Context: an optimization exercise on an open-source flow, tuned for small area. The choices shown serve that exercise and are no tape-out recipe.
The RTL was checked by simulation tests, not by an equivalence proof against the original design.
No activity file was given, so power comes from the tool's default toggle rates.

== rev 12 ==
==> module aw_i2c_phy, before the edit <==
module aw_i2c_phy (
    input  wire       clk,
    input  wire       rst,
    input  wire [2:0] req,         
    input  wire       owned,
    input  wire [7:0] tx_byte,     
    input  wire       ack_bit,     
    input  wire       sda_in,
    output reg        busy,
    output reg        done,        
    output reg  [7:0] rxsh,
    output reg        scl_lo,
    output reg        sda_lo
);
    localparam [2:0] R_START  = 3'd1;
    localparam [2:0] R_RSTART = 3'd2;
    localparam [2:0] R_STOP   = 3'd3;
    localparam [2:0] R_TX     = 3'd4;
    localparam [2:0] R_RX     = 3'd5;
    localparam [2:0] R_ACK    = 3'd6;
    reg  [7:0] cnt;
    wire [3:0] bitn = cnt[7:4];
    wire [1:0] qtr  = cnt[3:2];
    wire       qend = (cnt[1:0] == 2'd3);
    wire       q0   = (qtr == 2'd0);
    wire       q3   = (qtr == 2'd3);
    wire is_tx = (req == R_TX);
    wire is_rx = (req == R_RX);
    wire [3:0] last_bit = is_tx ? 4'd8 : is_rx ? 4'd7 : 4'd0;
    wire       op_end   = (cnt[3:0] == 4'hF) && (bitn == last_bit);
    wire       sample   = qend && (qtr == 2'd2) && (is_tx || is_rx);
    wire servable = (req == R_START) ? !owned : (req != 3'd0 && owned);
    reg want_scl_lo, want_sda_lo;
    always @(*) begin
        case (req)
            R_START: begin
                want_scl_lo = q3;
                want_sda_lo = !q0;
            end
            R_RSTART: begin
                want_scl_lo = q0 || q3;
                want_sda_lo = qtr[1];
            end
            R_STOP: begin
                want_scl_lo = q0;
                want_sda_lo = !qtr[1];
            end
            R_TX: begin
                want_scl_lo = q0 || q3;
                want_sda_lo = !bitn[3] && !tx_byte[~bitn[2:0]];
            end
            R_ACK: begin
                want_scl_lo = q0 || q3;
                want_sda_lo = !ack_bit;
            end
            default: begin    
                want_scl_lo = q0 || q3;
                want_sda_lo = 1'b0;
            end
        endcase
    end
    always @(posedge clk) begin
        if (sample)
            rxsh <= {rxsh[6:0], sda_in};
    end
    always @(posedge clk) begin
        if (rst) begin
            busy   <= 1'b0;
            done   <= 1'b0;
            cnt    <= 8'd0;
            scl_lo <= 1'b0;
            sda_lo <= 1'b0;
        end else begin
            done <= busy && op_end;
            cnt  <= (busy && !op_end) ? cnt + 8'd1 : 8'd0;
            if (busy) begin
                scl_lo <= want_scl_lo;
                sda_lo <= want_sda_lo;
                if (op_end)
                    busy <= 1'b0;
            end else if (!done && servable) begin
                busy <= 1'b1;
            end
        end
    end
endmodule
export LEC_CHECK = 0
export CAP_MARGIN = 20
export CORE_MARGIN = 2
export CORE_UTILIZATION = 55
export SLEW_MARGIN = 20
create_clock -name core_clock -period 10.0 [get_ports {clk}]
standard.sh (not shown) runs the stock make flow with config.mk's settings and CLKGATE_MAP_FILE= SYNTH_SCRIPT=/design/flow/synth_recipe.tcl, a recipe that flattens the netlist after the stock synthesis.
==> flow/flow/run.sh <==
#!/bin/bash
# The standard ORFS layout (standard.sh) with these changes:
#  - synthesis: the same ORFS synthesis script, but ABC maps the logic for
#    area (flow/area.abc) instead of with the speed script, and adders are
#    left to ABC instead of being mapped to half/full adder cells first.
#    Registers are untouched, so they are the standard synthesis's.
#  - ports are buffered with the smallest buffer (buf_1);
#  - the clock tree is built from clkbuf_4 cells, without dummy loads.
# All tool output goes to standard.log (ORFS's step logs are under orfs/logs).
set -euo pipefail
HERE=$(pwd)
export MY_ABC_SCRIPT=$HERE/flow/area.abc
export BUFFER_PORTS_ARGS="-buffer_cell sky130_fd_sc_hd__buf_1"
export CTS_ARGS="-sink_clustering_enable -repair_clock_nets -dont_use_dummy_load -buf_list sky130_fd_sc_hd__clkbuf_4 -sink_clustering_size 8 -sink_clustering_max_diameter 40"
bash standard.sh SYNTH_SCRIPT=$HERE/flow/synth.tcl ADDER_MAP_FILE= finish > standard.log 2>&1
==> flow/flow/area.abc <==
strash
&get -n
&deepsyn -T 600
&put
dch -f
amap -F 5 -A 10
topo
==> flow/flow/synth.tcl <==
# The standard flow's synthesis script (synth_recipe.tcl), with ABC's -script argument
# replaced by MY_ABC_SCRIPT (an area-oriented mapping); nothing else changes.
proc synth {args} { yosys synth -nofsm -noshare {*}$args }
proc abc {args} {
  set i [lsearch -exact $args -script]
  if { $i >= 0 && [info exists ::env(MY_ABC_SCRIPT)] } {
    set args [lreplace $args [expr {$i + 1}] [expr {$i + 1}] $::env(MY_ABC_SCRIPT)]
  }
  yosys abc {*}$args
}
source $::env(SCRIPTS_DIR)/synth.tcl
# left out here: clear keep_hierarchy, flatten, clean up, hide names made inside functions, write 1_2_yosys.v
Inputs modified between rev 12 and rev 13:
diff --git a/flow/design.v b/flow/design.v
--- a/flow/design.v
+++ b/flow/design.v
@@ -6,9 +6,9 @@
     input  wire [7:0] tx_byte,     
     input  wire       ack_bit,     
     input  wire       sda_in,
     output reg        busy,
-    output reg        done,        
+    output wire       done,        
     output reg  [7:0] rxsh,
     output reg        scl_lo,
     output reg        sda_lo
 );
@@ -28,8 +28,9 @@
     wire is_rx = (req == R_RX);
     wire [3:0] last_bit = is_tx ? 4'd8 : is_rx ? 4'd7 : 4'd0;
     wire       op_end   = (cnt[3:0] == 4'hF) && (bitn == last_bit);
     wire       sample   = qend && (qtr == 2'd2) && (is_tx || is_rx);
+    assign done = !busy && cnt[0];
     wire servable = (req == R_START) ? !owned : (req != 3'd0 && owned);
     reg want_scl_lo, want_sda_lo;
     always @(*) begin
         case (req)
@@ -65,15 +66,13 @@
     end
     always @(posedge clk) begin
         if (rst) begin
             busy   <= 1'b0;
-            done   <= 1'b0;
             cnt    <= 8'd0;
             scl_lo <= 1'b0;
             sda_lo <= 1'b0;
         end else begin
-            done <= busy && op_end;
-            cnt  <= (busy && !op_end) ? cnt + 8'd1 : 8'd0;
+            cnt  <= !busy ? 8'd0 : op_end ? 8'd1 : cnt + 8'd1;
             if (busy) begin
                 scl_lo <= want_scl_lo;
                 sda_lo <= want_sda_lo;
                 if (op_end)
### Flow results
Lower routed via count was reported by rev 12, not rev 13. Relative to rev 12, flip-flop and latch count decreased by 1 in rev 13. Rev 13: register-to-register slack 0.13 ns below rev 12. Rev 13: mean cell area of the mapped netlist is 0.94% lower than what rev 12 reported. NOTE: number of buffers and inverters on the critical path in rev 13 exceeds that of rev 12. Rev 13 — time the final worst path needs with I/O delays and setup 0.13 ns higher, rev 12 as reference. In the reports for rev 13 and rev 12, the smaller clock share of power belongs to rev 12. Looking at peak per-stage delay on the critical path across rev 13 and rev 12, the one that comes out higher is rev 13. Note that the first-iteration DRC count recorded for rev 12 amounts to 1.3 times the value seen in rev 13.

-- port drivers added, routing unchanged --
In the flow no input, the clock included, has a driving cell. The finished layouts below were timed again as built, in two steps. Step 1, drivers: a clkbuf_16 drives clk and a buf_2 each remaining input, both assumed. Step 2 adds t to the input delays and takes it off the output delays; t is the mean of the earliest and latest rising clock arrival at the registers after step 1. Input paths then give back, and output paths get back, about the clock's delay inside the block. a / b / c = ideal ports / drivers / drivers and shift; a / b = the first two.
run	t, ns	setup WS [ns]	worst register clock-pin slew, ns	pins driven straight from the clock port
rev 12	0.637	1.357 / 1.357 / 1.357	0.10 / 0.10	1
rev 13	0.660	1.226 / 1.226 / 1.226	0.09 / 0.09	1
After both steps every run listed still meets setup and hold.
